This is an optimization exercise on Yosys and OpenROAD, whose aim is small area, not a production implementation.
In this exercise RTL edits were held to simulation tests only and were not proved equivalent to the original.
Power is estimated from default activity; no workload was simulated.

==> flow/design.v <==
module fps_top (
    input             clk,
    input             rst,           
    input             reg_we,
    input      [4:0]  reg_addr,
    input      [31:0] reg_wdata,
    output reg [31:0] reg_rdata,
    output     [8:0]  ibuf_addr,
    input      [7:0]  ibuf_rdata,
    output reg        obuf_we,
    output     [8:0]  obuf_addr,
    output reg [7:0]  obuf_wdata,
    output            fdesc_we,
    output     [7:0]  fdesc_addr,
    output     [31:0] fdesc_wdata,
    output            irq
);
    localparam [2:0] OP_CHECKSUM = 3'd0, OP_ENCODE = 3'd1, OP_DECODE_RSP = 3'd2,
                     OP_EXTRACT  = 3'd3, OP_DECODE_FRAME = 3'd4, OP_BAD = 3'd7;
    localparam [2:0] R_OK = 3'd1, R_NOT_FOUND = 3'd2, R_INCOMPLETE = 3'd3,
                     R_ENC_ERR = 3'd4, R_MALFORMED = 3'd5, R_BAD_OP = 3'd6,
                     R_BAD_RANGE = 3'd7;
    localparam [3:0] S_IDLE = 4'd0, S_CHECK = 4'd1, S_HDR = 4'd2, S_FETCH = 4'd3,
                     S_USE = 4'd4, S_POST = 4'd5, S_FD = 4'd6, S_LDC = 4'd7,
                     S_CUR = 4'd8;
    localparam [2:0] P_SEARCH = 3'd0, P_ST = 3'd1, P_CMD = 3'd2, P_LEN = 3'd3,
                     P_PAY = 3'd4, P_RCV = 3'd5;
    localparam [2:0] P_SEEK = 3'd0, P_END = 3'd1, P_INIT = 3'd2;
    reg        irq_en;
    reg [3:0]  op;
    reg [15:0] in_off, in_len;
    reg [7:0]  arg;
    reg        done;
    reg [2:0]  result;
    reg [3:0]  state;
    reg [2:0]  op_l;
    reg [2:0]  phase;
    reg        prev;       
    reg [8:0]  p;          
    reg [9:0]  j;          
    reg [9:0]  r;          
    reg [7:0]  acc;        
    reg [7:0]  tb;         
    reg [2:0]  c;          
    reg [15:0] q [0:7];    
    wire [9:0] cand = {acc[1:0], tb};
    wire [7:0] b     = ibuf_rdata;
    wire       busy  = (state != S_IDLE);
    wire       start = reg_we && reg_addr == 5'd0 && reg_wdata[0] && !busy;
    wire       r0    = (r == 10'd0);
    wire is_enc = (op_l == OP_ENCODE);
    wire is_rsp = (op_l == OP_DECODE_RSP);
    wire is_ext = (op_l == OP_EXTRACT);
    wire is_frm = (op_l == OP_DECODE_FRAME);
    wire use_st = (state == S_USE);
    reg        wr_req;
    reg  [2:0] wr_tgt;
    reg  [15:0] wr_data;
    always @(*) begin
        wr_req  = 1'b0;
        wr_tgt  = 3'd5;
        wr_data = {b, acc};
        case (state)
            S_FD: begin                          
                wr_req  = 1'b1;
                wr_data = (phase == P_INIT) ? {6'd0, cand}
                                            : {6'd0, acc[1:0], q[0][7:0] + 8'd1};
            end
            S_CUR: begin                         
                wr_req  = 1'b1;
                wr_tgt  = 3'd7;
                wr_data = {6'd0, cand};
            end
            S_USE: begin
                if (is_rsp) begin
                    if (phase == P_SEARCH && prev && b == 8'hAB) begin
                        wr_req  = 1'b1;          
                        wr_tgt  = 3'd6;
                        wr_data = {6'd0, cand};
                    end
                    if (phase == P_CMD) begin
                        wr_req = 1'b1;           
                        wr_tgt = 3'd7;
                    end
                end
                if (is_frm && j[0] == 1'b0 && j >= 10'd4) begin
                    wr_req = 1'b1;               
                    wr_tgt = j[3:1] - 3'd2;
                end
            end
            default: ;
        endcase
    end
    wire at_head = (c + wr_tgt == 3'd0);
    wire stall   = wr_req && !at_head;
    wire wr_go   = wr_req && at_head;
    integer i;
    always @(posedge clk) begin
        for (i = 0; i < 7; i = i + 1) q[i] <= q[i + 1];
        q[7] <= wr_go ? wr_data : q[0];
        c <= rst ? 3'd0 : c - 3'd1;
    end
    assign ibuf_addr   = p;
    assign obuf_addr   = j[8:0];
    assign fdesc_we    = (state == S_FD) && phase != P_INIT && at_head;
    assign fdesc_addr  = q[0][7:0];
    assign fdesc_wdata = {7'd0, j[8:0], 7'd0, cand[8:0]};
    assign irq         = done & irq_en;
    wire ok      = (result == R_OK);
    wire v_chk   = ok && (op_l == OP_CHECKSUM || op_l == OP_ENCODE);
    wire v_enc   = ok && is_enc;
    wire v_rsp   = ok && is_rsp;
    wire v_off   = (result == R_OK || result == R_INCOMPLETE) && is_rsp;
    wire v_ext   = ok && is_ext;
    wire v_frm   = ok && is_frm;
    reg  [2:0]  wsel;
    always @(*) begin
        case (reg_addr[3:0])
            4'd7, 4'd11: wsel = 3'd7;
            4'd9:        wsel = 3'd6;
            default:     wsel = 3'd5;    
        endcase
        if (reg_addr[4]) wsel = reg_addr[2:0];
    end
    wire [2:0]  wpos = wsel + c;
    wire rd_full = (reg_addr[4:3] == 2'b10 && v_frm) ||
                   (reg_addr == 5'd7 && v_rsp);
    wire rd_9    = (reg_addr == 5'd9) && v_off;
    wire rd_10   = (reg_addr == 5'd10) && v_ext;
    wire rd_11   = (reg_addr == 5'd11) && v_ext;
    wire rd_en   = rd_full || rd_9 || rd_10 || rd_11;
    reg  [15:0] wr_q;
    integer m;
    always @(*) begin
        wr_q = 16'd0;
        for (m = 0; m < 8; m = m + 1)
            wr_q = wr_q | (q[m] & {16{wpos == m}});
    end
    wire [15:0] wmask = {{6{rd_full}}, rd_full || rd_11, rd_full || rd_9 || rd_11, {8{rd_en}}};
    wire chk_ok = v_rsp && (acc == r[7:0]);
    always @(*) begin
        case (reg_addr)
            5'd0:  reg_rdata = {24'd0, op, 2'b00, irq_en, 1'b0};
            5'd1:  reg_rdata = {23'd0, chk_ok, 1'b0, result, 2'b00, done, busy};
            5'd2:  reg_rdata = {16'd0, in_off};
            5'd3:  reg_rdata = {16'd0, in_len};
            5'd4:  reg_rdata = {24'd0, arg};
            5'd5:  reg_rdata = v_enc ? {23'd0, j[8:0]} : v_rsp ? {24'd0, tb} : 32'd0;
            5'd6:  reg_rdata = {24'd0, v_chk ? acc : 8'd0};
            5'd7:  reg_rdata = {8'd0, v_rsp ? tb : 8'd0, 16'd0};
            5'd8:  reg_rdata = {16'd0, v_rsp ? {acc, r[7:0]} : 16'd0};
            5'd12: reg_rdata = {24'd0, v_frm ? tb : 8'd0};
            default: reg_rdata = 32'd0;
        endcase
        reg_rdata[15:0] = reg_rdata[15:0] | (wr_q & wmask);
    end
    wire fin_in = (state == S_FETCH) && r0;      
    always @(*) begin
        obuf_we    = 1'b0;
        obuf_wdata = b;
        if (state == S_HDR) begin
            obuf_we = 1'b1;
            case (j[1:0])
                2'd0: obuf_wdata = 8'h55;
                2'd1: obuf_wdata = 8'hAA;
                2'd2: obuf_wdata = acc;
                default: obuf_wdata = r[7:0];
            endcase
        end else if (fin_in && is_enc) begin
            obuf_we    = 1'b1;
            obuf_wdata = acc;
        end else if (use_st && (is_enc || (is_rsp && phase == P_PAY)))
            obuf_we = 1'b1;
    end
    wire bad_range = (|in_off[15:10]) || (|in_len[15:10]) ||
                     (({2'b0, in_off[9:0]} + {2'b0, in_len[9:0]} + 12'd511) >= 12'd1024);
    task finish(input [2:0] code);
        begin
            done   <= 1'b1;
            result <= code;
            state  <= S_IDLE;
        end
    endtask
    task load_cand;
        begin
            tb       <= j[7:0];
            acc[1:0] <= j[9:8];
        end
    endtask
    task advance;
        begin
            p <= p + 9'd1;
            j <= j + 10'd1;
            r <= r - 10'd1;
        end
    endtask
    always @(posedge clk) begin
        if (rst) begin
            irq_en <= 1'b0; op <= 4'd0; in_off <= 16'd0; in_len <= 16'd0; arg <= 8'd0;
            done <= 1'b0; result <= 3'd0;
            state <= S_IDLE;
        end else begin
            if (reg_we) begin
                case (reg_addr)
                    5'd0: begin irq_en <= reg_wdata[1]; op <= reg_wdata[7:4]; end
                    5'd1: if (reg_wdata[1]) done <= 1'b0;
                    5'd2: in_off <= reg_wdata[15:0];
                    5'd3: in_len <= reg_wdata[15:0];
                    5'd4: arg <= reg_wdata[7:0];
                    default: ;
                endcase
            end
            if (!stall) case (state)
                S_IDLE: if (start) begin
                    op_l  <= (reg_wdata[7] || (reg_wdata[6] && reg_wdata[5:4] != 2'd0))
                             ? OP_BAD : reg_wdata[6:4];
                    p     <= in_off[8:0];
                    r     <= in_len[9:0];
                    j     <= 10'd0;
                    acc   <= (reg_wdata[7:4] == 4'd1) ? arg : 8'd0;
                    phase <= 3'd0;
                    prev  <= 1'b0;
                    done  <= 1'b0;
                    state <= S_CHECK;
                end
                S_CHECK: begin
                    if (op_l == OP_BAD)
                        finish(R_BAD_OP);
                    else if (bad_range)
                        finish(R_BAD_RANGE);
                    else if (is_enc)
                        if (r[9:8] != 2'd0) finish(R_ENC_ERR);
                        else state <= S_HDR;
                    else if (is_frm && r != 10'd20)
                        finish(R_MALFORMED);
                    else if (is_ext) begin
                        load_cand;               
                        phase <= P_INIT;
                        state <= S_FD;
                    end else
                        state <= S_FETCH;
                end
                S_HDR: begin                     
                    j <= j + 10'd1;
                    if (j[1:0] == 2'd3) begin
                        acc   <= acc ^ r[7:0];
                        state <= S_FETCH;
                    end
                end
                S_FETCH: begin
                    state <= S_USE;
                    if (r0) begin
                        if (is_rsp && phase == P_PAY)
                            phase <= P_RCV;
                        else if (is_enc) begin   
                            j <= j + 10'd1;
                            finish(R_OK);
                        end else if (is_rsp)
                            finish(phase == P_SEARCH ? R_NOT_FOUND : R_INCOMPLETE);
                        else
                            finish(R_OK);        
                    end
                end
                S_POST: begin                    
                    state <= S_FETCH;
                    if (r > {2'd0, tb}) begin
                        r     <= {2'd0, tb};
                        j     <= 10'd0;
                        phase <= P_PAY;
                    end else
                        finish(R_INCOMPLETE);
                end
                S_FD: begin                      
                    if (phase != P_INIT) advance;
                    state <= S_LDC;
                end
                S_LDC: begin
                    load_cand;                   
                    state <= S_CUR;
                end
                S_CUR: begin
                    phase <= P_SEEK;
                    state <= S_FETCH;
                end
                default: begin  
                    state <= S_FETCH;
                    advance;
                    case (op_l)
                        OP_CHECKSUM, OP_ENCODE:
                            acc <= acc ^ b;
                        OP_DECODE_RSP: case (phase)
                            P_SEARCH: begin
                                if (prev && b == 8'hAB)
                                    phase <= P_ST;
                                if (b == 8'h55)
                                    load_cand;
                                prev <= (b == 8'h55);
                            end
                            P_ST:  begin acc <= b; phase <= P_CMD; end
                            P_CMD: begin acc <= acc ^ b; phase <= P_LEN; end
                            P_LEN: begin
                                acc   <= acc ^ b;
                                tb    <= b;
                                state <= S_POST;
                            end
                            P_PAY: acc <= acc ^ b;
                            default: begin       
                                r <= {2'd0, b};
                                finish(R_OK);
                            end
                        endcase
                        OP_EXTRACT: begin
                            if (phase == P_END) begin
                                if (b == 8'h7C) begin
                                    p <= p; j <= j; r <= r;
                                    state <= S_FD;
                                end
                            end else if (prev && b == 8'h7B) begin
                                phase <= P_END;
                                prev  <= 1'b0;
                            end else begin
                                prev <= (b == 8'h7A);
                                if (b == 8'h7A) load_cand;
                            end
                        end
                        default: begin           
                            if ((j == 10'd0 && b != 8'h7A) || (j == 10'd1 && b != 8'h7B))
                                finish(R_MALFORMED);
                            else if (j == 10'd2)
                                tb <= b;
                            else if (j == 10'd19)
                                finish(b == 8'h7C ? R_OK : R_MALFORMED);
                            else if (j[0])
                                acc <= b;
                        end
                    endcase
                end
            endcase
        end
    end
endmodule
==> flow/flow/run.sh <==
#!/bin/bash
# Own layout flow: the standard flow (standard.sh) with these changes:
#  - after the standard synthesis, its combinational logic is re-mapped by
#    ABC for area (flow/reabc.ys, flow/area.abc), three runs with different
#    seeds; the smallest result that yosys proves equivalent to the standard
#    synthesis is used (else the standard synthesis). Registers are kept.
#  - port buffers are sky130_fd_sc_hd__buf_1
#  - one tie cell for all constant outputs
#  - clock tree: small clock buffers, no dummy loads
# Every tool's output goes to a log file in this folder.
set -euo pipefail
W=$PWD
R=$W/orfs/results/${FLOW_PLATFORM:-sky130hd}/fps_top/base
YOSYS=$(command -v yosys || echo "$FLOW_HOME/../tools/install/yosys/bin/yosys")
LIB=$FLOW_HOME/platforms/sky130hd/lib/sky130_fd_sc_hd__tt_025C_1v80.lib
KNOBS=(
  "BUFFER_PORTS_ARGS=-buffer_cell sky130_fd_sc_hd__buf_1"
  "SKIP_REPAIR_TIE_FANOUT=1"
  "CTS_ARGS=-sink_clustering_enable -repair_clock_nets -dont_use_dummy_load -buf_list sky130_fd_sc_hd__clkbuf_4 -root_buf sky130_fd_sc_hd__clkbuf_4 -sink_clustering_size 9 -sink_clustering_max_diameter 45"
)
bash standard.sh "${KNOBS[@]}" "$R/1_2_yosys.v" > std_synth.log 2>&1
cp "$R/1_2_yosys.v" "$R/1_2_yosys_std.v"

for S in 1 2 3; do
  sed -e "s/@SEED@/$S/" flow/area.abc > "area_$S.abc"
  sed -e "s#@LIB@#$LIB#g; s#@IN@#$R/1_2_yosys_std.v#; s#@OUT@#$W/remap_$S.v#; s#@ABC@#$W/area_$S.abc#" flow/reabc.ys > "reabc_$S.ys"
  "$YOSYS" -s "reabc_$S.ys" > "reabc_$S.log" 2>&1 &
done
wait || true

best=""
for f in $(for S in 1 2 3; do
             a=$(grep "Chip area for module '.fps_top'" "reabc_$S.log" 2>/dev/null | awk '{print $NF}')
             [[ -n "$a" && -s "remap_$S.v" ]] && echo "$a $S"
           done | sort -g | awk '{print $2}'); do
  sed -e "s#@LIB@#$LIB#g; s#@GOLD@#$R/1_2_yosys_std.v#; s#@GATE@#$W/remap_$f.v#" flow/equiv.ys > "equiv_$f.ys"
  if "$YOSYS" -s "equiv_$f.ys" > "equiv_$f.log" 2>&1; then best=$f; break; fi
done
echo "chosen re-map: ${best:-none (standard synthesis kept)}" > remap_choice.log
if [[ -n "$best" ]]; then
  cp "remap_$best.v" "$R/1_2_yosys.v"
fi

bash standard.sh "${KNOBS[@]}" finish > std_finish.log 2>&1
==> flow/flow/area.abc <==
strash
&get -n
&deepsyn -T 60 -S @SEED@
&dch -f
&nf -a -p -R 1000 -F 8 -A 8
&put
topo
==> flow/flow/equiv.ys <==
# Equivalence of the re-mapped netlist with the standard synthesis: the
# registers are matched by name, then proven equal by induction.
read_liberty -ignore_miss_func @LIB@
read_verilog @GOLD@
rename fps_top gold
read_verilog @GATE@
rename fps_top gate
hierarchy -check
flatten gold gate
delete t:$scopeinfo
opt_clean
equiv_make gold gate eq
hierarchy -top eq
equiv_simple -undef
equiv_induct -undef
equiv_status -assert
==> flow/flow/reabc.ys <==
# Re-map the combinational logic of the standard synthesis for area.
# The registers (their cells, instance names and output nets) are kept as
# they are: the flip-flop cells stay unflattened instances.
read_liberty -ignore_miss_func @LIB@
read_verilog @IN@
hierarchy -top fps_top
setattr -mod -set keep_hierarchy 1 sky130_fd_sc_hd__dfxtp_1 sky130_fd_sc_hd__edfxtp_1 sky130_fd_sc_hd__conb_1
flatten
delete t:$scopeinfo
rename -hide w:*.*
opt -purge
abc -script @ABC@ -liberty @LIB@ -dont_use *probe* -dont_use *lpflow*
opt_clean -purge
hilomap -singleton -hicell sky130_fd_sc_hd__conb_1 HI -locell sky130_fd_sc_hd__conb_1 LO
insbuf -buf sky130_fd_sc_hd__buf_4 A X
opt_clean -purge
stat -liberty @LIB@
setattr -mod -set blackbox 1 sky130_fd_sc_hd__dfxtp_1 sky130_fd_sc_hd__edfxtp_1 sky130_fd_sc_hd__conb_1
write_verilog -noattr -noexpr -nohex -nodec @OUT@
==> flow/standard.sh <==
#!/bin/bash
# synth_recipe.tcl (not shown) runs the flow's synth.tcl, then flattens the netlist and writes it again
# the make line also repeats each setting of config.mk as NAME=value (left out here)
make -C /OpenROAD-flow-scripts/flow DESIGN_CONFIG=/design/flow/config.mk WORK_HOME=/design/flow/orfs CLKGATE_MAP_FILE= SYNTH_SCRIPT=/design/flow/synth_recipe.tcl "${@:-finish}"
==> flow/config.mk <==
export PLATFORM = sky130hd
export DESIGN_NAME = fps_top
export DESIGN_NICKNAME = fps_top
export VERILOG_FILES = /design/flow/design.v
export SDC_FILE = /design/flow/constraint.sdc
export NUM_CORES = 4
export LEC_CHECK = 0
export CAP_MARGIN = 20
export CORE_MARGIN = 2
export CORE_UTILIZATION = 40
export PLACE_DENSITY = 0.6
export SLEW_MARGIN = 20
==> flow/constraint.sdc <==
create_clock -name core_clock -period 8.0 [get_ports {clk}]
set_input_delay 1.6000 -clock core_clock [delete_from_list [all_inputs] [get_ports {clk}]]
set_output_delay 1.6000 -clock core_clock [all_outputs]
set_load 0.01 [all_outputs]
==> summary.txt, run 1 <==
Clocking
  – Clock root buffer: sky130_fd_sc_hd__clkbuf_4
  – CTS hold repair buffers: 0
  – Maximum number of buffers from clock root to sink: 3
  – Clock latency of the later-clocked register in the worst-skew pair: 0.68 ns
  – Buffers inserted during post-CTS setup optimization: 0
  – Number of sinks handled by clock tree synthesis: 236
  – CTS H-tree lvls: 2
  – Number of buffers inserted during clock tree synthesis: 39
  – CTS tree: built
  – Clock transition at the registers of the reported paths: 0.10 ns
  – Number of gates resized after cts: 0

Setup path
  – Maximum fanout along the worst path: 16
  – Crit path from: reg_addr[1]
  – Critical path destination: reg_rdata[4]
  – WP data required: 6.40 ns
  – CP arrival: 5.10 ns
  – Category of the critical setup timing path: primary input to output pin
  – Reg2reg path depth: 11
  – Worst setup EP type: output pin
  – Beginning of the worst register-to-register path: op_l[2]
  – Setup slack of the worst register-to-register path: 3.04 ns
  – Critical R2R Capture: r[4]
  – Worst Setup Start Kind: primary input

Routing
  – Final wirelength: 37.00 mm
  – Overall via count from detail_route: 9,362
  – Antenna violation net count after detailed routing: 0
  – Detail-routed net length per standard cell: 24.68 um
  – Vias per Instance: 6.245
  – Starting DRT DRC Count: 1,428
  – Detailed-router iteration count before antenna repair: 14
  – Drt drc: 0

Die
  – Die Outline Area: 27,190 um^2
  – Width of the die: 164.9 um
  – Die height: 164.9 um
  – Starting density of the core: 40.89%
  – Site row count: 58
  – Core Area: 25,330 um^2
  – Number of top-level design ports: 149

Pwr
  – Max rail drop VDD: 0.1083 mV
  – Power density over the cells: 178.2 nW/um^2
  – Static leakage: 4.042 nW

Global routing
  – Total Routing Usage GR: 26.84%
  – Largest net degree at the start of global routing: 35
  – Antenna violations before repair: 1
  – First-pass GRT wire length: 54.27 mm
  – Via count of the first global-routing pass: 8,787
  – Sum of overflow across all layers after global routing: 0

Run
  – Number of maximum-capacitance violations: 0

STA
  – Number of hold violations in the final report: 0
  – F_max: 149.3 MHz
  – Measured slew at the worst slew-check pin: 1.142 ns
  – Max-slew violations: 0
  – Setup repair after global routing missed its margin: no
  – Clock Skew: 0.07507 ns
  – Final worst path period share: 83.75%
  – Count of endpoints failing setup in the final report: 0
  – Worst hold slack after final layout: 0.3112 ns
  – Tightest slew margin relative to the limit: 23.06%
  – Post-route setup TNS: 0 ns
  – Minimum clock period after layout: 6.700 ns

Hold path
  – Type of the tightest min-delay check: flop to flop

Synth
  – Mapped cell area: 10,360 um^2
  – Synthesized netlist net count: 1,091
  – Warnings from Yosys: 2
  – Synthesized area per cell: 9.929 um^2
  – Cells after synthesis: 1,043

Cells and area
  – Layout cells sized above 1: 5.923%
  – Register area: 5245 um^2
  – Footprint of the multi-input gates: 4725 um^2
  – Signed area change from the synthesized netlist to the final layout: 9.303%
  – Net total in the final layout: 1,215
  – Fillers: 2,527

Placement
  – Sum of net half-perimeters after detailed placement: 26.61 mm
  – Number of buffer cells added on primary ports: 110
  – Final GP Congestion: 0.9763

Outcome
  – Result of the run: complete, no violations
cell usage in the layout, fill, tap and decap left out, types with 21 or more instances in the layout:
cell / instances
sky130_fd_sc_hd__a222oi_1: 45
sky130_fd_sc_hd__clkbuf_4: 39
sky130_fd_sc_hd__a22o_1: 66
sky130_fd_sc_hd__nand2_1: 126
sky130_fd_sc_hd__buf_4: 22
sky130_fd_sc_hd__edfxtp_1: 52
sky130_fd_sc_hd__buf_1: 110
sky130_fd_sc_hd__nor2_1: 82
sky130_fd_sc_hd__dfxtp_1: 184
sky130_fd_sc_hd__nand3_1: 26
sky130_fd_sc_hd__nand2b_1: 23
sky130_fd_sc_hd__a21oi_1: 46
sky130_fd_sc_hd__o21ai_0: 58
sky130_fd_sc_hd__xor2_1: 21
sky130_fd_sc_hd__a22oi_1: 23
through the flow:
stage | std cells | util [%] | total power, mW | setup WS, ns | area (um^2)
3_5_place_dp | 1456 | 43.43 | 1.413 | 1.414 | 11000
6_report | 1499 | 44.69 | 2.018 | 1.300 | 11320
4_1_cts | 1495 | 44.59 | 2.028 | 1.397 | 11290
5_1_grt | 1499 | 44.69 | 2.083 | 1.006 | 11320
2_1_floorplan | 1043 | - | 1.341 | 2.429 | 10360
3_3_place_gp | 1455 | 43.40 | 1.413 | 1.441 | 10990
where the power goes:
group / switching (mW) / leakage (nW) / internal (mW) / total, mW
clock: 0.404 / 0.179 / 0.223 / 0.627
sequential: 0.0115 / 1.97 / 1.22 / 1.23
combinational: 0.116 / 1.90 / 0.0424 / 0.158
total: 0.531 / 4.04 / 1.49 / 2.02
critical path: stages:
cell                       delay [ns]
sky130_fd_sc_hd__buf_1           0.35
sky130_fd_sc_hd__nand2b_1        0.22
sky130_fd_sc_hd__mux2i_1         0.26
sky130_fd_sc_hd__a21oi_1         0.21
sky130_fd_sc_hd__maj3_1          0.43
sky130_fd_sc_hd__xnor2_1         0.30
sky130_fd_sc_hd__nor2_1          0.08
sky130_fd_sc_hd__buf_4           0.23
sky130_fd_sc_hd__a222oi_1        0.37
sky130_fd_sc_hd__nand3_1         0.21
sky130_fd_sc_hd__a222oi_1        0.41
sky130_fd_sc_hd__nand4_1         0.23
sky130_fd_sc_hd__buf_1           0.18
how the worst min path moves through the flow:
stage / startpoint / endpoint / slack [ns] / cells past startpoint
CTS: q[4][3] / q[3][3] / 0.31 / 0
detailed placement: q[3][14] / q[2][14] / 0.34 / 0
global placement: q[2][5] / q[1][5] / 0.33 / 0
finish: q[5][8] / q[4][8] / 0.31 / 0
floorplan: q[2][0] / q[1][0] / 0.33 / 0
global route: q[4][3] / q[3][3] / 0.32 / 0
registers in the layout, indices dropped and copies added, names as in the netlist, 4 cells and up:
name and count:
op 4, r 10, state 4, acc 8, arg 8, in_off 16, p 9, j 10
q 128, in_len 16, tb 8
routing by layer:
metal	vias to the layer above	GRT usage (%)	share of wire (%)
met5	-	0	0
met4	0	10.79	3.8
met3	96	5.801	9.8
met2	535	40.07	43
met1	4478	37.71	43
li1	4253	-	-
cell type report:
cell class	count	area share [%]
flip-flops and latches	236	46.34
multi-input cells	743	41.74
repair buffers	132	5.107
well taps	330	3.648
clock buffers	39	2.586
inverters	15	0.4974
diodes	4	0.08843
==> inputs of run 2 (changes only) <==
--- a/flow/config.mk
+++ b/flow/config.mk
@@ -7,6 +7,6 @@
 export LEC_CHECK = 0
 export CAP_MARGIN = 20
 export CORE_MARGIN = 2
-export CORE_UTILIZATION = 40
-export PLACE_DENSITY = 0.6
+export CORE_UTILIZATION = 55
+export PLACE_DENSITY = 0.7
 export SLEW_MARGIN = 20
==> run 2 against run 1 <==
Against the previous run:
- combinational power barely moved
- non-clock buffer count decreased by 2
- critical path depth unchanged
- synthesized cell count is the same
- setup slack improved by 0.043 ns
==> summary.txt, run 2 <==
Outcome
  – Result of the run: complete, no violations

Clocking
  – CTS H-tree lvls: 2 (unchanged)
  – Number of gates resized after cts: 0 (unchanged)
  – Number of buffers inserted during clock tree synthesis: 35 (-10%)
  – Clock latency of the later-clocked register in the worst-skew pair: 0.63 ns (-0.05 ns)
  – Buffers inserted during post-CTS setup optimization: 0 (unchanged)
  – CTS tree: built
  – Number of sinks handled by clock tree synthesis: 236 (unchanged)
  – CTS hold repair buffers: 0 (unchanged)
  – Clock root buffer: sky130_fd_sc_hd__clkbuf_4
  – Clock transition at the registers of the reported paths: 0.10 ns (about the same)
  – Maximum number of buffers from clock root to sink: 3 (unchanged)

Pwr
  – Share of total power in the clock network: 29.7% (-1.4 points)
  – Max rail drop VDD: 0.1087 mV (+0.34%)
  – Power density over the cells: 176.9 nW/um^2 (-0.73%)
  – Static leakage: 4.023 nW (-0.47%)
  – Fraction of power spent switching nets: 25.79% (-0.52 points)
  – Switching power of the nets: 509.3 uW (-4.1%)
  – Overall power of the completed layout: 1.975 mW (-2.1%)
  – Combinational power share: 7.9% (about the same)
  – Internal Power: 1.465 mW (-1.4%)
  – Reg power frac: 62.4% (+1.3 points)

Die
  – Core Area: 18,580 um^2 (-27%)
  – Die Outline Area: 19,940 um^2 (-27%)
  – Die height: 141.2 um (-14%)
  – Site row count: 50 (-14%)
  – Starting density of the core: 55.74% (+15 points)
  – Number of top-level design ports: 149 (unchanged)
  – Width of the die: 141.2 um (-14%)

STA
  – Tightest slew margin relative to the limit: 27.96% (+4.9 points)
  – Measured slew at the worst slew-check pin: 1.081 ns (-0.06136 ns)
  – Post-route setup TNS: 0 ns (unchanged)
  – Number of hold violations in the final report: 0 (unchanged)
  – Worst hold slack after final layout: 0.3156 ns (+0.004443 ns)
  – Final worst path period share: 83.20% (-0.54 points)
  – Clock Skew: 0.08607 ns (+0.01100 ns)
  – Count of endpoints failing setup in the final report: 0 (unchanged)
  – F_max: 150.2 MHz (+0.65%)
  – Setup repair after global routing missed its margin: no
  – Minimum clock period after layout: 6.656 ns (-0.04350 ns)
  – Max-slew violations: 0 (unchanged)
  – Setup slack after layout: 1.344 ns (+0.04350 ns)

Cells and area
  – Fillers: 1,644 (-35%)
  – Top library cells by usage in the layout, fill and taps aside: 184 x sky130_fd_sc_hd__dfxtp_1, 126 x sky130_fd_sc_hd__nand2_1, 110 x sky130_fd_sc_hd__buf_1, 83 x sky130_fd_sc_hd__nor2_1, 66 x sky130_fd_sc_hd__a22o_1
  – Number of flip-flops under the largest register name: 128 (unchanged)
  – Register bank with the most flops: q
  – Register area: 5245 um^2 (unchanged)
  – Largest regs: q (128), in_len (16), in_off (16)
  – Signed area change from the synthesized netlist to the final layout: 7.757%
  – Most common library cell in the layout ignoring fill and taps: sky130_fd_sc_hd__dfxtp_1
  – Count of placed standard cells in the final layout, fillers left out: 1,394 (-7.0%)
  – Layout cells sized above 1: 5.436% (-0.49 points)
  – Post-layout utilization of the core: 60.06% (+15 points)
  – Footprint of the multi-input gates: 4733 um^2 (+0.19%)
  – Design Area, Final: 11,160 um^2 (-1.4%)
  – Net total in the final layout: 1,209 (-0.49%)

Setup path
  – WP data required: 6.40 ns (about the same)
  – Category of the critical setup timing path: primary input to output pin
  – Worst Setup Start Kind: primary input
  – Maximum fanout along the worst path: 11 (-5)
  – Worst setup EP type: output pin
  – CP arrival: 5.06 ns (-0.04 ns)

Routing
  – Drt drc: 0 (unchanged)
  – Vias per Instance: 6.830 (+9.4%)
  – Final wirelength: 34.98 mm (-5.5%)
  – Detail-routed net length per standard cell: 25.09 um (+1.7%)
  – Starting DRT DRC Count: 1,440 (+0.84%)
  – Overall via count from detail_route: 9,521 (+1.7%)
  – Antenna violation net count after detailed routing: 0 (unchanged)
  – Detailed-router iteration count before antenna repair: 12 (-2)

Global routing
  – Met2 Usage GRT: 50.56% (+10 points)
  – Met3 track demand over resource in global routing: 6.386% (+0.58 points)
  – Antenna violations before repair: 1 (unchanged)
  – Largest net degree at the start of global routing: 35 (unchanged)
  – GRT Max-Usage Layer: met2
  – Total Routing Usage GR: 34.16% (+7.3 points)
  – Sum of overflow across all layers after global routing: 0 (unchanged)
  – Via count of the first global-routing pass: 8,636 (-1.7%)
  – Met1 usage: 49.04% (+11 points)
  – First-pass GRT wire length: 52.14 mm (-3.9%)

Placement
  – Post-placement cell area: 10,870 um^2 (-1.2%)
  – Final GP Congestion: 1.001 (+2.5%)
  – Post-Place Setup Slack: 1.462 ns (+0.04879 ns)
  – Cell count after placement: 1,358 (-6.7%)
  – Number of buffer cells added on primary ports: 110 (unchanged)
  – Sum of net half-perimeters after detailed placement: 25.00 mm (-6.0%)

Hold path
  – Type of the tightest min-delay check: flop to flop

Synth
  – Synthesized area per cell: 9.929 um^2 (unchanged)
  – Cells after synthesis: 1,043 (unchanged)
  – Warnings from Yosys: 2 (unchanged)
  – Mapped cell area: 10,360 um^2 (unchanged)
  – Synthesized netlist net count: 1,091 (unchanged)

Run
  – Number of maximum-capacitance violations: 0 (unchanged)
==> run 2: path summary, 6_finish.rpt <==
path	endpoint	cells past startpoint	slack, ns	startpoint
setup / recovery	reg_rdata[10]	13	1.34	reg_addr[1]
hold / removal	q[6][7]	0	0.32	q[7][7]
setup reg to reg	r[4]	11	2.99	op_l[2]
hold reg to reg	q[6][7]	0	0.32	q[7][7]
==> run 2: final cells by class <==
cell class / count / share of cell area, %
multi-input combinational: 743 / 42.41
sequential: 236 / 47.00
antenna: 1 / 0.02242
tap: 234 / 2.624
inverter: 15 / 0.5045
clock buffer: 35 / 2.355
timing repair buffer: 130 / 5.079
==> run 2: worst max-delay path, stage by stage <==
cell                       delay, ns
sky130_fd_sc_hd__buf_1          0.33
sky130_fd_sc_hd__nand2b_1       0.23
sky130_fd_sc_hd__mux2i_1        0.31
sky130_fd_sc_hd__a21oi_1        0.20
sky130_fd_sc_hd__maj3_1         0.41
sky130_fd_sc_hd__xnor2_1        0.32
sky130_fd_sc_hd__nor2_1         0.30
sky130_fd_sc_hd__buf_4          0.25
sky130_fd_sc_hd__a222oi_1       0.32
sky130_fd_sc_hd__nand3_1        0.15
sky130_fd_sc_hd__a222oi_1       0.37
sky130_fd_sc_hd__nand2_1        0.11
sky130_fd_sc_hd__buf_1          0.14
==> run 2: routing by layer <==
metal,share of wire (%),vias to the layer above
met5,0,-
met4,4.6,0
met3,11,135
met2,42,669
met1,42,4477
li1,-,4240
==> run 2: power by group through the flow <==
stage / combinational (mW) / sequential (mW) / clock (mW)
after floorplan: 0.0863 / 1.25 / 0
after global placement: 0.149 / 1.26 / 0
after detailed placement: 0.152 / 1.26 / 0
after CTS: 0.152 / 1.23 / 0.597
after global routing: 0.165 / 1.23 / 0.639
final: 0.157 / 1.23 / 0.586
==> inputs of run 3 (changes only) <==
--- a/flow/flow/run.sh
+++ b/flow/flow/run.sh
@@ -7,6 +7,9 @@
 #  - port buffers are sky130_fd_sc_hd__buf_1
 #  - one tie cell for all constant outputs
 #  - clock tree: small clock buffers, no dummy loads
+#  - after synthesis, buffers above buf_2 and delay cells are not used
+#    (the platform's don't-use list plus those), so that repairs use small
+#    buffers
 # Every tool's output goes to a log file in this folder.
 set -euo pipefail
 W=$PWD
@@ -41,4 +44,6 @@
   cp "remap_$best.v" "$R/1_2_yosys.v"
 fi
 
-bash standard.sh "${KNOBS[@]}" finish > std_finish.log 2>&1
+DONT_USE="sky130_fd_sc_hd__probe_p_8 sky130_fd_sc_hd__probec_p_8 sky130_fd_sc_hd__lpflow_bleeder_1 sky130_fd_sc_hd__lpflow_clkbufkapwr_1 sky130_fd_sc_hd__lpflow_clkbufkapwr_16 sky130_fd_sc_hd__lpflow_clkbufkapwr_2 sky130_fd_sc_hd__lpflow_clkbufkapwr_4 sky130_fd_sc_hd__lpflow_clkbufkapwr_8 sky130_fd_sc_hd__lpflow_clkinvkapwr_1 sky130_fd_sc_hd__lpflow_clkinvkapwr_16 sky130_fd_sc_hd__lpflow_clkinvkapwr_2 sky130_fd_sc_hd__lpflow_clkinvkapwr_4 sky130_fd_sc_hd__lpflow_clkinvkapwr_8 sky130_fd_sc_hd__lpflow_decapkapwr_12 sky130_fd_sc_hd__lpflow_decapkapwr_3 sky130_fd_sc_hd__lpflow_decapkapwr_4 sky130_fd_sc_hd__lpflow_decapkapwr_6 sky130_fd_sc_hd__lpflow_decapkapwr_8 sky130_fd_sc_hd__lpflow_inputiso0n_1 sky130_fd_sc_hd__lpflow_inputiso0p_1 sky130_fd_sc_hd__lpflow_inputiso1n_1 sky130_fd_sc_hd__lpflow_inputiso1p_1 sky130_fd_sc_hd__lpflow_inputisolatch_1 sky130_fd_sc_hd__lpflow_isobufsrc_1 sky130_fd_sc_hd__lpflow_isobufsrc_16 sky130_fd_sc_hd__lpflow_isobufsrc_2 sky130_fd_sc_hd__lpflow_isobufsrc_4 sky130_fd_sc_hd__lpflow_isobufsrc_8 sky130_fd_sc_hd__lpflow_isobufsrckapwr_16 sky130_fd_sc_hd__lpflow_lsbuf_lh_hl_isowell_tap_1 sky130_fd_sc_hd__lpflow_lsbuf_lh_hl_isowell_tap_2 sky130_fd_sc_hd__lpflow_lsbuf_lh_hl_isowell_tap_4 sky130_fd_sc_hd__lpflow_lsbuf_lh_isowell_4 sky130_fd_sc_hd__lpflow_lsbuf_lh_isowell_tap_1 sky130_fd_sc_hd__lpflow_lsbuf_lh_isowell_tap_2 sky130_fd_sc_hd__lpflow_lsbuf_lh_isowell_tap_4"
+DONT_USE="$DONT_USE sky130_fd_sc_hd__buf_4 sky130_fd_sc_hd__buf_6 sky130_fd_sc_hd__buf_8 sky130_fd_sc_hd__buf_12 sky130_fd_sc_hd__buf_16 sky130_fd_sc_hd__clkdlybuf4s50_1 sky130_fd_sc_hd__clkdlybuf4s50_2 sky130_fd_sc_hd__clkdlybuf4s25_1 sky130_fd_sc_hd__clkdlybuf4s25_2 sky130_fd_sc_hd__clkdlybuf4s15_1 sky130_fd_sc_hd__clkdlybuf4s15_2 sky130_fd_sc_hd__clkdlybuf4s18_1 sky130_fd_sc_hd__clkdlybuf4s18_2 sky130_fd_sc_hd__dlygate4sd1_1 sky130_fd_sc_hd__dlygate4sd2_1 sky130_fd_sc_hd__dlygate4sd3_1 sky130_fd_sc_hd__dlymetal6s2s_1 sky130_fd_sc_hd__dlymetal6s4s_1 sky130_fd_sc_hd__dlymetal6s6s_1"
+bash standard.sh "${KNOBS[@]}" "DONT_USE_CELLS=$DONT_USE" finish > std_finish.log 2>&1
==> run 3 against run 2 <==
Against the previous run:
- combinational power shrank 4%
- sequential share of layout area grew 0.16 points
- highest routed layer unchanged
- setup slack lost 0.48 ns
- still clean
- clock power grew 3%
- maximum frequency shrank 6.7%
- global-route usage grew 0.34 points
- die area is the same
==> summary.txt, run 3 <==
STA
  – Number of hold violations in the final report: 0 (unchanged)
  – F_max: 140.2 MHz (-6.7%)
  – Setup repair after global routing missed its margin: no
  – Setup slack after layout: 0.8652 ns (-0.4787 ns)
  – Minimum clock period after layout: 7.135 ns (+0.4787 ns)
  – Final worst path period share: 89.19% (+6.0 points)
  – Max-slew violations: 0 (unchanged)
  – Measured slew at the worst slew-check pin: 1.217 ns (+0.1366 ns)
  – Post-route setup TNS: 0 ns (unchanged)
  – Count of endpoints failing setup in the final report: 0 (unchanged)
  – Tightest slew margin relative to the limit: 17.99% (-10 points)
  – Clock Skew: 0.09184 ns (+0.005769 ns)
  – Worst hold slack after final layout: 0.3230 ns (+0.007376 ns)

Synth
  – Warnings from Yosys: 2 (unchanged)
  – Mapped cell area: 10,360 um^2 (unchanged)
  – Synthesized netlist net count: 1,091 (unchanged)
  – Cells after synthesis: 1,043 (unchanged)
  – Synthesized area per cell: 9.929 um^2 (unchanged)

Cells and area
  – Layout cells sized above 1: 4.557% (-0.88 points)
  – Top library cells by usage in the layout, fill and taps aside: 184 x sky130_fd_sc_hd__dfxtp_1, 126 x sky130_fd_sc_hd__nand2_1, 125 x sky130_fd_sc_hd__buf_1, 84 x sky130_fd_sc_hd__nor2_1, 66 x sky130_fd_sc_hd__a22o_1
  – Signed area change from the synthesized netlist to the final layout: 7.394%
  – Register bank with the most flops: q
  – Largest regs: q (128), in_len (16), in_off (16)
  – Net total in the final layout: 1,213 (+0.33%)
  – Most common library cell in the layout ignoring fill and taps: sky130_fd_sc_hd__dfxtp_1
  – Number of flip-flops under the largest register name: 128 (unchanged)
  – Count of placed standard cells in the final layout, fillers left out: 1,398 (+0.29%)

Pwr
  – Power density over the cells: 178.8 nW/um^2 (+1.1%)
  – Combinational power share: 7.6% (-0.3 points)
  – Overall power of the completed layout: 1.989 mW (+0.73%)
  – Switching power of the nets: 518.1 uW (+1.7%)
  – Fraction of power spent switching nets: 26.05% (+0.26 points)
  – Share of total power in the clock network: 30.5% (+0.8 points)
  – Internal Power: 1.471 mW (+0.38%)
  – Max rail drop VDD: 0.07956 mV (-27%)
  – Reg power frac: 61.9% (-0.5 points)
  – Static leakage: 3.980 nW (-1.1%)

Routing
  – Overall via count from detail_route: 9,515 (-0.063%)
  – Vias per Instance: 6.806 (-0.35%)
  – Detailed-router iteration count before antenna repair: 9 (-3)
  – Antenna violation net count after detailed routing: 0 (unchanged)
  – Final wirelength: 35.26 mm (+0.81%)
  – Drt drc: 0 (unchanged)
  – Starting DRT DRC Count: 1,588 (+10%)
  – Detail-routed net length per standard cell: 25.22 um (+0.53%)

Clocking
  – CTS hold repair buffers: 0 (unchanged)
  – Number of sinks handled by clock tree synthesis: 236 (unchanged)
  – Clock root buffer: sky130_fd_sc_hd__clkbuf_4
  – CTS H-tree lvls: 2 (unchanged)
  – CTS tree: built
  – Number of gates resized after cts: 0 (unchanged)
  – Maximum number of buffers from clock root to sink: 3 (unchanged)
  – Number of buffers inserted during clock tree synthesis: 37 (+5.7%)
  – Clock latency of the later-clocked register in the worst-skew pair: 0.65 ns (+0.02 ns)
  – Clock transition at the registers of the reported paths: 0.09 ns (about the same)
  – Buffers inserted during post-CTS setup optimization: 0 (unchanged)

Placement
  – Cell count after placement: 1,360 (+0.15%)
  – Sum of net half-perimeters after detailed placement: 25.68 mm (+2.7%)
  – Post-Place Setup Slack: 1.107 ns (-0.3550 ns)
  – Final GP Congestion: 1.048 (+4.7%)
  – Number of buffer cells added on primary ports: 110 (unchanged)

Setup path
  – CP arrival: 5.53 ns (+0.47 ns)
  – Crit path cell chain: buf_1, nand2b_1, mux2i_1, a21oi_1, maj3_1, xnor2_1, nor2_1, buf_1, a222oi_1, nand3_1, a222oi_1, nand4_1, buf_1
  – Worst Setup Start Kind: primary input
  – Highest-delay cell along the critical path: sky130_fd_sc_hd__a222oi_1
  – Buffers plus inverters on the worst setup path: 3 (unchanged)
  – Cell seen most often among critical-path stages: sky130_fd_sc_hd__buf_1
  – Worst setup EP type: output pin
  – WP data required: 6.40 ns (about the same)
  – Category of the critical setup timing path: primary input to output pin
  – Maximum fanout along the worst path: 16 (+5)
  – Largest stage delay on the critical path: 0.45 ns (+0.04 ns)
  – Worst path top cell family by delay: compound AO/OA/AOI/OAI gates

Global routing
  – Sum of overflow across all layers after global routing: 0 (unchanged)
  – First-pass GRT wire length: 52.32 mm (+0.34%)
  – Largest net degree at the start of global routing: 35 (unchanged)
  – Antenna violations before repair: 1 (unchanged)
  – Via count of the first global-routing pass: 8,728 (+1.1%)
  – Total Routing Usage GR: 34.49% (+0.34 points)

Run
  – Number of maximum-capacitance violations: 0 (unchanged)

Die
  – Die Outline Area: 19,940 um^2 (unchanged)
  – Die height: 141.2 um (unchanged)
  – Width of the die: 141.2 um (unchanged)
  – Core Area: 18,580 um^2 (unchanged)
  – Starting density of the core: 55.74% (unchanged)
  – Number of top-level design ports: 149 (unchanged)
  – Site row count: 50 (unchanged)

Hold path
  – Type of the tightest min-delay check: flop to flop

Outcome
  – Result of the run: complete, no violations
run 3: changes by cell type in the layout (fill, tap and decap cells not counted):
| cell | change |
|---|---|
| sky130_fd_sc_hd__nor4_1 | -2 |
| sky130_fd_sc_hd__o21ai_1 | -1 |
| sky130_fd_sc_hd__clkbuf_4 | +2 |
| sky130_fd_sc_hd__nor4_2 | +2 |
| sky130_fd_sc_hd__buf_4 | -19 |
| sky130_fd_sc_hd__buf_6 | -1 |
| sky130_fd_sc_hd__nor2_2 | -1 |
| sky130_fd_sc_hd__o21ai_0 | +1 |
| sky130_fd_sc_hd__nor2_1 | +1 |
| sky130_fd_sc_hd__buf_2 | +7 |
| sky130_fd_sc_hd__buf_1 | +15 |
run 3: per-layer routing:
| layer | vias up | track usage [%] | part of all wire [%] |
|---|---|---|---|
| li1 | 4248 | - | - |
| met1 | 4465 | 49.41 | 41 |
| met2 | 691 | 51.48 | 43 |
| met3 | 111 | 6.216 | 12 |
| met4 | 0 | 14.58 | 4.3 |
| met5 | - | 0 | 0 |
run 3: power by group through the flow:
stage                     Clock [mW]  Combinational (mW)  Sequential (mW)
after floorplan                    0              0.0863             1.25
after global placement             0               0.144             1.26
after detailed placement           0               0.147             1.26
after CTS                      0.614               0.147             1.23
after global routing           0.659               0.160             1.23
final                          0.606               0.151             1.23
run 3: worst paths after layout:
kind / startpoint / endpoint / slack (ns) / cells past startpoint
max: reg_addr[1] / reg_rdata[4] / 0.87 / 13
min reg2reg: q[7][4] / q[6][4] / 0.32 / 0
min: q[7][4] / q[6][4] / 0.32 / 0
max reg2reg: op_l[2] / r[8] / 3.22 / 11
run 3: cell type report:
class / count / area [um^2]
flip-flops and latches: 236 / 5245
fillers: 1677 / 7458
inverters: 15 / 56.30
diodes: 1 / 2.502
well taps: 234 / 292.8
clock buffers: 37 / 277.8
multi-input cells: 743 / 4743
repair buffers: 132 / 504.2
run 3: worst reg2reg max path: cells and delay by family, from the launching register on:
family           cells  cell delay, ns
AND/OR/NAND/NOR      6            2.41
AO/OA/AOI/OAI        4            1.19
flip-flops           1            0.65
XOR/XNOR             1            0.17
run 3: stage by stage:
stage	util, %	instance area, um^2
5_1_grt	59.86	11120
3_5_place_dp	58.23	10820
4_1_cts	59.72	11100
6_report	59.86	11120
3_3_place_gp	58.13	10800
2_1_floorplan	-	10360
==> inputs of run 4 (changes only) <==
--- a/flow/design.v
+++ b/flow/design.v
@@ -20,9 +20,8 @@
     localparam [2:0] R_OK = 3'd1, R_NOT_FOUND = 3'd2, R_INCOMPLETE = 3'd3,
                      R_ENC_ERR = 3'd4, R_MALFORMED = 3'd5, R_BAD_OP = 3'd6,
                      R_BAD_RANGE = 3'd7;
-    localparam [3:0] S_IDLE = 4'd0, S_CHECK = 4'd1, S_HDR = 4'd2, S_FETCH = 4'd3,
-                     S_USE = 4'd4, S_POST = 4'd5, S_FD = 4'd6, S_LDC = 4'd7,
-                     S_CUR = 4'd8;
+    localparam [2:0] S_IDLE = 3'd0, S_CHECK = 3'd1, S_HDR = 3'd2, S_FETCH = 3'd3,
+                     S_USE = 3'd4, S_POST = 3'd5, S_FD = 3'd6, S_CUR = 3'd7;
     localparam [2:0] P_SEARCH = 3'd0, P_ST = 3'd1, P_CMD = 3'd2, P_LEN = 3'd3,
                      P_PAY = 3'd4, P_RCV = 3'd5;
     localparam [2:0] P_SEEK = 3'd0, P_END = 3'd1, P_INIT = 3'd2;
@@ -32,7 +31,7 @@
     reg [7:0]  arg;
     reg        done;
     reg [2:0]  result;
-    reg [3:0]  state;
+    reg [2:0]  state;
     reg [2:0]  op_l;
     reg [2:0]  phase;
     reg        prev;       
@@ -43,7 +42,7 @@
     reg [7:0]  tb;         
     reg [2:0]  c;          
     reg [15:0] q [0:7];    
-    wire [9:0] cand = {acc[1:0], tb};
+    wire [9:0] cand = {1'b0, acc[0], tb};
     wire [7:0] b     = ibuf_rdata;
     wire       busy  = (state != S_IDLE);
     wire       start = reg_we && reg_addr == 5'd0 && reg_wdata[0] && !busy;
@@ -63,19 +62,20 @@
         case (state)
             S_FD: begin                          
                 wr_req  = 1'b1;
-                wr_data = (phase == P_INIT) ? {6'd0, cand}
-                                            : {6'd0, acc[1:0], q[0][7:0] + 8'd1};
+                wr_tgt  = 3'd2;
+                wr_data = (phase == P_INIT) ? {6'd0, j}
+                                            : {6'd0, j[9:8], q[0][7:0] + 8'd1};
             end
             S_CUR: begin                         
                 wr_req  = 1'b1;
-                wr_tgt  = 3'd7;
-                wr_data = {6'd0, cand};
+                wr_tgt  = 3'd3;
+                wr_data = {6'd0, j};
             end
             S_USE: begin
                 if (is_rsp) begin
                     if (phase == P_SEARCH && prev && b == 8'hAB) begin
                         wr_req  = 1'b1;          
-                        wr_tgt  = 3'd6;
+                        wr_tgt  = 3'd1;
                         wr_data = {6'd0, cand};
                     end
                     if (phase == P_CMD) begin
@@ -113,16 +113,7 @@
     wire v_off   = (result == R_OK || result == R_INCOMPLETE) && is_rsp;
     wire v_ext   = ok && is_ext;
     wire v_frm   = ok && is_frm;
-    reg  [2:0]  wsel;
-    always @(*) begin
-        case (reg_addr[3:0])
-            4'd7, 4'd11: wsel = 3'd7;
-            4'd9:        wsel = 3'd6;
-            default:     wsel = 3'd5;    
-        endcase
-        if (reg_addr[4]) wsel = reg_addr[2:0];
-    end
-    wire [2:0]  wpos = wsel + c;
+    wire [2:0]  wpos = reg_addr[2:0] + c;
     wire rd_full = (reg_addr[4:3] == 2'b10 && v_frm) ||
                    (reg_addr == 5'd7 && v_rsp);
     wire rd_9    = (reg_addr == 5'd9) && v_off;
@@ -145,7 +136,7 @@
             5'd2:  reg_rdata = {16'd0, in_off};
             5'd3:  reg_rdata = {16'd0, in_len};
             5'd4:  reg_rdata = {24'd0, arg};
-            5'd5:  reg_rdata = v_enc ? {23'd0, j[8:0]} : v_rsp ? {24'd0, tb} : 32'd0;
+            5'd5:  reg_rdata = (v_enc || v_rsp) ? {23'd0, j[8:0]} : 32'd0;
             5'd6:  reg_rdata = {24'd0, v_chk ? acc : 8'd0};
             5'd7:  reg_rdata = {8'd0, v_rsp ? tb : 8'd0, 16'd0};
             5'd8:  reg_rdata = {16'd0, v_rsp ? {acc, r[7:0]} : 16'd0};
@@ -183,8 +174,8 @@
     endtask
     task load_cand;
         begin
-            tb       <= j[7:0];
-            acc[1:0] <= j[9:8];
+            tb     <= j[7:0];
+            acc[0] <= j[8];
         end
     endtask
     task advance;
@@ -234,8 +225,7 @@
                     else if (is_frm && r != 10'd20)
                         finish(R_MALFORMED);
                     else if (is_ext) begin
-                        load_cand;               
-                        phase <= P_INIT;
+                        phase <= P_INIT;         
                         state <= S_FD;
                     end else
                         state <= S_FETCH;
@@ -272,10 +262,6 @@
                 end
                 S_FD: begin                      
                     if (phase != P_INIT) advance;
-                    state <= S_LDC;
-                end
-                S_LDC: begin
-                    load_cand;                   
                     state <= S_CUR;
                 end
                 S_CUR: begin
@@ -306,6 +292,7 @@
                             P_PAY: acc <= acc ^ b;
                             default: begin       
                                 r <= {2'd0, b};
+                                j <= j;          
                                 finish(R_OK);
                             end
                         endcase
--- a/flow/flow/run.sh
+++ b/flow/flow/run.sh
@@ -1,7 +1,7 @@
 #!/bin/bash
 # Own layout flow: the standard flow (standard.sh) with these changes:
 #  - after the standard synthesis, its combinational logic is re-mapped by
-#    ABC for area (flow/reabc.ys, flow/area.abc), three runs with different
+#    ABC for area (flow/reabc.ys, flow/area.abc), four runs with different
 #    seeds; the smallest result that yosys proves equivalent to the standard
 #    synthesis is used (else the standard synthesis). Registers are kept.
 #  - port buffers are sky130_fd_sc_hd__buf_1
@@ -24,7 +24,7 @@
 bash standard.sh "${KNOBS[@]}" "$R/1_2_yosys.v" > std_synth.log 2>&1
 cp "$R/1_2_yosys.v" "$R/1_2_yosys_std.v"
 
-for S in 1 2 3; do
+for S in 1 2 3 4; do
   sed -e "s/@SEED@/$S/" flow/area.abc > "area_$S.abc"
   sed -e "s#@LIB@#$LIB#g; s#@IN@#$R/1_2_yosys_std.v#; s#@OUT@#$W/remap_$S.v#; s#@ABC@#$W/area_$S.abc#" flow/reabc.ys > "reabc_$S.ys"
   "$YOSYS" -s "reabc_$S.ys" > "reabc_$S.log" 2>&1 &
@@ -32,7 +32,7 @@
 wait || true
 
 best=""
-for f in $(for S in 1 2 3; do
+for f in $(for S in 1 2 3 4; do
              a=$(grep "Chip area for module '.fps_top'" "reabc_$S.log" 2>/dev/null | awk '{print $NF}')
              [[ -n "$a" && -s "remap_$S.v" ]] && echo "$a $S"
            done | sort -g | awk '{print $2}'); do
==> run 4 against run 3 <==
Against the previous run:
- flip-flop and latch count down 1
- clock power down 3%
- final area down 1.6%
- count of clock-buffer cells in the layout down 2
- core utilization up 0.65 points
- die area down 1.4%
- synthesized cell count down 0.48%
- final cell count down 0.64%
- non-clock buffer count up 1
- sequential share of layout area up 0.58 points
- critical endpoint is now reg_rdata[6]
- largest power group unchanged
- highest routed layer unchanged
==> summary.txt, run 4 <==
Setup path
  – Buffers plus inverters on the worst setup path: 2 (-1)
  – Crit path cell chain: buf_1, nand2_1, nor3_1, a21oi_1, nor2_1, a31oi_1, o31ai_1, a21oi_1, a31oi_1, or3b_1, buf_1
  – WP data required: 6.40 ns (about the same)
  – Category of the critical setup timing path: primary input to output pin
  – Worst Setup Start Kind: primary input
  – Highest-delay cell along the critical path: sky130_fd_sc_hd__buf_1
  – CP arrival: 4.90 ns (-0.63 ns)
  – Maximum fanout along the worst path: 11 (-5)
  – Worst setup EP type: output pin
  – Worst path top cell family by delay: simple AND/OR/NAND/NOR gates
  – Largest stage delay on the critical path: 0.54 ns (+0.09 ns)

Routing
  – Detail-routed net length per standard cell: 24.93 um (-1.2%)
  – Drt drc: 0 (unchanged)
  – Starting DRT DRC Count: 1,608 (+1.3%)
  – Detailed-router iteration count before antenna repair: 15 (+6)
  – Vias per Instance: 6.812 (about the same)
  – Antenna violation net count after detailed routing: 0 (unchanged)
  – Overall via count from detail_route: 9,462 (-0.56%)
  – Final wirelength: 34.63 mm (-1.8%)

Pwr
  – Max rail drop VDD: 0.1405 mV (+77%)
  – Static leakage: 3.824 nW (-3.9%)
  – Power density over the cells: 217.0 nW/um^2 (+21%)

STA
  – F_max: 153.8 MHz (+9.7%)
  – Setup slack after layout: 1.497 ns (+0.6314 ns)
  – Number of hold violations in the final report: 0 (unchanged)
  – Count of endpoints failing setup in the final report: 0 (unchanged)
  – Minimum clock period after layout: 6.503 ns (-0.6314 ns)
  – Post-route setup TNS: 0 ns (unchanged)
  – Measured slew at the worst slew-check pin: 1.121 ns (-0.09648 ns)
  – Max-slew violations: 0 (unchanged)
  – Final worst path period share: 81.29% (-7.9 points)
  – Clock Skew: 0.07702 ns (-0.01482 ns)
  – Setup repair after global routing missed its margin: no
  – Tightest slew margin relative to the limit: 24.71% (+6.7 points)
  – Worst hold slack after final layout: 0.3341 ns (+0.01108 ns)

Global routing
  – Sum of overflow across all layers after global routing: 0 (unchanged)
  – Antenna violations before repair: 5 (+4)
  – Total Routing Usage GR: 34.37% (-0.13 points)
  – First-pass GRT wire length: 51.87 mm (-0.84%)
  – Via count of the first global-routing pass: 8,777 (+0.56%)
  – Largest net degree at the start of global routing: 23 (-34%)

Die
  – Number of top-level design ports: 149 (unchanged)
  – Die height: 140.2 um (-0.71%)
  – Die Outline Area: 19,660 um^2 (-1.4%)
  – Width of the die: 140.2 um (-0.71%)
  – Core Area: 18,090 um^2 (-2.7%)
  – Starting density of the core: 56.42% (+0.69 points)
  – Site row count: 49 (-2.0%)

Synth
  – Mapped cell area: 10,200 um^2 (-1.5%)
  – Cells after synthesis: 1,038 (-0.48%)
  – Synthesized area per cell: 9.831 um^2 (-0.99%)
  – Warnings from Yosys: 2 (unchanged)
  – Synthesized netlist net count: 1,086 (-0.46%)

Cells and area
  – Signed area change from the synthesized netlist to the final layout: 7.246%
  – Top library cells by usage in the layout, fill and taps aside: 183 x sky130_fd_sc_hd__dfxtp_1, 131 x sky130_fd_sc_hd__buf_1, 111 x sky130_fd_sc_hd__nand2_1, 99 x sky130_fd_sc_hd__nor2_1, 59 x sky130_fd_sc_hd__a22o_1
  – Net total in the final layout: 1,207 (-0.49%)
  – Design Area, Final: 10,940 um^2 (-1.6%)
  – Post-layout utilization of the core: 60.51% (+0.65 points)
  – Register bank with the most flops: q
  – Most common library cell in the layout ignoring fill and taps: sky130_fd_sc_hd__dfxtp_1
  – Largest regs: q (128), in_len (16), in_off (16)
  – Layout cells sized above 1: 4.149% (-0.41 points)
  – Number of flip-flops under the largest register name: 128 (unchanged)

Clocking
  – Number of sinks handled by clock tree synthesis: 235 (-0.42%)
  – Clock transition at the registers of the reported paths: 0.09 ns (about the same)
  – Buffers inserted during post-CTS setup optimization: 0 (unchanged)
  – Clock latency of the later-clocked register in the worst-skew pair: 0.67 ns (+0.02 ns)
  – Clock root buffer: sky130_fd_sc_hd__clkbuf_4
  – Number of gates resized after cts: 0 (unchanged)
  – Maximum number of buffers from clock root to sink: 3 (unchanged)
  – CTS H-tree lvls: 2 (unchanged)
  – CTS tree: built
  – CTS hold repair buffers: 0 (unchanged)
  – Number of buffers inserted during clock tree synthesis: 35 (-5.4%)

Placement
  – Final GP Congestion: 1.035 (-1.2%)
  – Post-placement cell area: 10,660 um^2 (-1.5%)
  – Number of buffer cells added on primary ports: 110 (unchanged)
  – Post-Place Setup Slack: 1.694 ns (+0.5862 ns)
  – Sum of net half-perimeters after detailed placement: 24.72 mm (-3.7%)

Outcome
  – Result of the run: complete, no violations

Run
  – Number of maximum-capacitance violations: 0 (unchanged)

Hold path
  – Type of the tightest min-delay check: flop to flop
[run 4: through the flow]
| step | total power [mW] | std cells |
|---|---|---|
| after floorplan | 1.640 | 1038 |
| after global placement | 1.792 | 1351 |
| after detailed placement | 1.795 | 1351 |
| after CTS | 2.363 | 1386 |
| after global routing | 2.468 | 1387 |
| final | 2.375 | 1389 |
[run 4: layout make-up]
| cell class | instances | area, um^2 |
|---|---|---|
| repair buffers | 133 | 501.7 |
| flip-flops and latches | 235 | 5225 |
| clock buffers | 35 | 262.8 |
| fillers | 1637 | 7142 |
| diodes | 3 | 7.507 |
| inverters | 17 | 63.81 |
| multi-input cells | 737 | 4597 |
| well taps | 229 | 286.5 |
[run 4: path summary, 6_finish.rpt]
path	startpoint	endpoint	slack [ns]	cells after the start
max	reg_addr[0]	reg_rdata[6]	1.50	11
min	q[4][1]	q[3][1]	0.33	0
max reg2reg	op_l[2]	r[4]	2.92	14
min reg2reg	q[4][1]	q[3][1]	0.33	0
[run 4: report_power, final]
group	internal, mW	switching [mW]	total [mW]
logic	0.126	0.302	0.427
clock network	0.202	0.385	0.586
registers	1.28	0.0844	1.36
total	1.60	0.771	2.38
[run 4: metal layers]
layer	global-route usage (%)	vias to the layer above	part of all wire, %
met4	16.80	0	5.0
met1	47.36	4410	40
met3	8.889	142	13
met2	50.41	671	42
met5	0	-	0
li1	-	4239	-
==> inputs of run 5 (changes only) <==
--- a/flow/design.v
+++ b/flow/design.v
@@ -64,7 +64,7 @@
                 wr_req  = 1'b1;
                 wr_tgt  = 3'd2;
                 wr_data = (phase == P_INIT) ? {6'd0, j}
-                                            : {6'd0, j[9:8], q[0][7:0] + 8'd1};
+                                            : {8'd0, q[0][7:0] + 8'd1};
             end
             S_CUR: begin                         
                 wr_req  = 1'b1;
@@ -127,7 +127,7 @@
         for (m = 0; m < 8; m = m + 1)
             wr_q = wr_q | (q[m] & {16{wpos == m}});
     end
-    wire [15:0] wmask = {{6{rd_full}}, rd_full || rd_11, rd_full || rd_9 || rd_11, {8{rd_en}}};
+    wire [15:0] wmask = {16{rd_en}};
     wire chk_ok = v_rsp && (acc == r[7:0]);
     always @(*) begin
         case (reg_addr)
==> run 5 against run 4 <==
Against the previous run:
- critical path type is now flop to output pin
- flip-flop and latch count is the same
- count of clock-buffer cells in the layout is the same
- sequential share of layout area grew 0.39 points
- still clean
==> summary.txt, run 5 <==
Pwr
  – Max rail drop VDD: 0.1896 mV (+35%)
  – Static leakage: 3.777 nW (-1.2%)
  – Power density over the cells: 234.5 nW/um^2 (+8.0%)

Die
  – Die height: 139.6 um (-0.47%)
  – Starting density of the core: 56.07% (-0.36 points)
  – Die Outline Area: 19,470 um^2 (-0.95%)
  – Number of top-level design ports: 149 (unchanged)
  – Site row count: 49 (unchanged)
  – Core Area: 18,020 um^2 (-0.34%)
  – Width of the die: 139.6 um (-0.47%)

Placement
  – Final GP Congestion: 0.9969 (-3.7%)
  – Sum of net half-perimeters after detailed placement: 25.09 mm (+1.5%)
  – Post-Place Setup Slack: 1.959 ns (+0.2655 ns)
  – Post-placement cell area: 10,580 um^2 (-0.70%)
  – Number of buffer cells added on primary ports: 110 (unchanged)

STA
  – Max-slew violations: 0 (unchanged)
  – Final worst path period share: 81.33% (about the same)
  – Minimum clock period after layout: 6.507 ns (+0.003230 ns)
  – Tightest slew margin relative to the limit: 13.11% (-12 points)
  – Count of endpoints failing setup in the final report: 0 (unchanged)
  – Setup slack after layout: 1.493 ns (-0.003230 ns)
  – Number of hold violations in the final report: 0 (unchanged)
  – Setup repair after global routing missed its margin: no
  – Measured slew at the worst slew-check pin: 1.293 ns (+0.1727 ns)
  – Clock Skew: 0.06699 ns (-0.01002 ns)
  – Post-route setup TNS: 0 ns (unchanged)
  – F_max: 153.7 MHz (about the same)

Clocking
  – CTS hold repair buffers: 0 (unchanged)
  – Clock transition at the registers of the reported paths: 0.10 ns (about the same)
  – Number of buffers inserted during clock tree synthesis: 35 (unchanged)
  – Maximum number of buffers from clock root to sink: 3 (unchanged)
  – Number of gates resized after cts: 0 (unchanged)
  – Number of sinks handled by clock tree synthesis: 235 (unchanged)
  – CTS tree: built
  – CTS H-tree lvls: 2 (unchanged)
  – Buffers inserted during post-CTS setup optimization: 0 (unchanged)
  – Clock latency of the later-clocked register in the worst-skew pair: 0.64 ns (-0.03 ns)
  – Clock root buffer: sky130_fd_sc_hd__clkbuf_4

Cells and area
  – Design Area, Final: 10,860 um^2 (-0.81%)
  – Largest regs: q (128), in_len (16), in_off (16)
  – Register area: 5225 um^2 (unchanged)
  – Number of flip-flops under the largest register name: 128 (unchanged)
  – Footprint of the multi-input gates: 4451 um^2 (-3.2%)
  – Register bank with the most flops: q
  – Net total in the final layout: 1,195 (-0.99%)
  – Signed area change from the synthesized netlist to the final layout: 7.416%
  – Top library cells by usage in the layout, fill and taps aside: 183 x sky130_fd_sc_hd__dfxtp_1, 135 x sky130_fd_sc_hd__buf_1, 92 x sky130_fd_sc_hd__nand2_1, 92 x sky130_fd_sc_hd__nor2_1, 69 x sky130_fd_sc_hd__o21ai_0
  – Fillers: 1,639 (+0.12%)
  – Most common library cell in the layout ignoring fill and taps: sky130_fd_sc_hd__dfxtp_1
  – Layout cells sized above 1: 4.192% (+0.043 points)

Setup path
  – Maximum fanout along the worst path: 9 (-2)
  – WP data required: 6.40 ns (about the same)
  – Beginning of the worst register-to-register path: op_l[1]
  – Worst Setup Start Kind: flop
  – Crit path from: r[1]
  – CP arrival: 4.91 ns (about the same)
  – Worst setup EP type: output pin
  – Category of the critical setup timing path: flop to output pin

Routing
  – Vias per Instance: 6.938 (+1.9%)
  – Final wirelength: 34.55 mm (-0.23%)
  – Detail-routed net length per standard cell: 25.13 um (+0.79%)
  – Detailed-router iteration count before antenna repair: 12 (-3)
  – Starting DRT DRC Count: 1,591 (-1.1%)
  – Drt drc: 0 (unchanged)
  – Antenna violation net count after detailed routing: 0 (unchanged)
  – Overall via count from detail_route: 9,540 (+0.82%)

Synth
  – Mapped cell area: 10,110 um^2 (-0.97%)
  – Cells after synthesis: 1,017 (-2.0%)
  – Warnings from Yosys: 2 (unchanged)
  – Synthesized netlist net count: 1,065 (-1.9%)
  – Synthesized area per cell: 9.937 um^2 (+1.1%)

Hold path
  – Worst hold path startpoint: q[7][8]
  – Type of the tightest min-delay check: flop to flop

Global routing
  – First-pass GRT wire length: 51.52 mm (-0.68%)
  – Largest net degree at the start of global routing: 34 (+48%)
  – Via count of the first global-routing pass: 8,678 (-1.1%)
  – Antenna violations before repair: 2 (-3)
  – Sum of overflow across all layers after global routing: 0 (unchanged)
  – Total Routing Usage GR: 34.22% (-0.15 points)

Outcome
  – Result of the run: complete, no violations

Run
  – Number of maximum-capacitance violations: 0 (unchanged)
run 5: layer usage:
layer	global-route usage (%)	wire [um]	vias to the layer above
met3	7.226	4134	146
met5	0	13	-
met1	48.55	14020	4449
met4	16.16	1790	2
li1	-	-	4215
met2	50.15	14590	728
run 5: critical path: stages (launching register included):
cell and delay [ns]:
sky130_fd_sc_hd__edfxtp_1 0.56, sky130_fd_sc_hd__nor3_1 0.40, sky130_fd_sc_hd__nand2_1 0.19, sky130_fd_sc_hd__nor4_1 0.56, sky130_fd_sc_hd__nand2_1 0.23, sky130_fd_sc_hd__nor3_1 0.56, sky130_fd_sc_hd__nand2_1 0.13, sky130_fd_sc_hd__a21oi_1 0.66
sky130_fd_sc_hd__o21ai_0 0.39, sky130_fd_sc_hd__o21ai_0 0.39, sky130_fd_sc_hd__buf_1 0.19
run 5: report_power, final:
group	switching, mW	internal, mW
logic	0.387	0.162
registers	0.110	1.30
clock network	0.384	0.202
total	0.880	1.67
run 5: worst paths after layout:
kind                   endpoint  slack [ns]  depth (start not counted)
hold / removal          q[6][8]        0.33                          0
hold reg to reg         q[6][8]        0.33                          0
setup / recovery  obuf_wdata[7]        1.49                         10
setup reg to reg           r[7]        2.77                         15
run 5: metrics by stage:
| step | total power [mW] | instances | hold slack [ns] | utilization (%) |
|---|---|---|---|---|
| finish | 2.545 | 1375 | 0.3251 | 60.22 |
| global route | 2.632 | 1375 | 0.3078 | 60.22 |
| CTS | 2.525 | 1374 | 0.3056 | 60.17 |
| detailed placement | 1.961 | 1339 | 0.3376 | 58.71 |
| global placement | 1.952 | 1338 | 0.3315 | 58.66 |
| floorplan | 1.756 | 1017 | 0.3298 | - |
run 5: layout make-up:
| type | count | area share (%) |
|---|---|---|
| Antenna cell | 1 | 0.02305 |
| Multi-Input combinational cell | 710 | 41.00 |
| Inverter | 23 | 0.7953 |
| Tap cell | 229 | 2.639 |
| Clock buffer | 35 | 2.420 |
| Sequential cell | 235 | 48.13 |
| Timing Repair Buffer | 142 | 4.991 |

-- static timing again, ports no longer ideal --
The flow's constraints put no driver on any port. The routed layouts listed below were extracted and timed again, unchanged, in two steps.
Step 1, drivers: a clkbuf_16 drives clk and a buf_2 each remaining input, both assumed.
Step 2 moves the port delays by t, midway between the first and last clock arrival at a register: inputs arrive t later, outputs are due t later. That takes back most of the time a late clock gives input paths.
Slacks: no drivers / after step 1 / after step 2; pairs: no drivers / after step 1.
run | t (ns) | slack for setup (ns) | worst hold slack (ns) | worst register clock-pin slew, ns | worst data-port slew with drivers (ns)
run 1 | 0.690 | 1.300 / 1.253 / 1.253 | 0.311 / 0.311 / 0.311 | 0.11 / 0.11 | 0.04
run 2 | 0.636 | 1.344 / 1.298 / 1.298 | 0.316 / 0.316 / 0.316 | 0.11 / 0.11 | 0.04
run 3 | 0.649 | 0.865 / 0.842 / 0.842 | 0.323 / 0.323 / 0.323 | 0.10 / 0.10 | 0.04
run 4 | 0.670 | 1.497 / 1.471 / 1.471 | 0.334 / 0.334 / 0.334 | 0.10 / 0.10 | 0.04
run 5 | 0.651 | 1.493 / 1.454 / 1.734 | 0.325 / 0.325 / 0.325 | 0.10 / 0.10 | 0.04
After both steps every run listed still meets setup and hold. The setup slack of run 1, which loses most, moves by -0.047 ns with the drivers and by -0.047 ns with both steps.
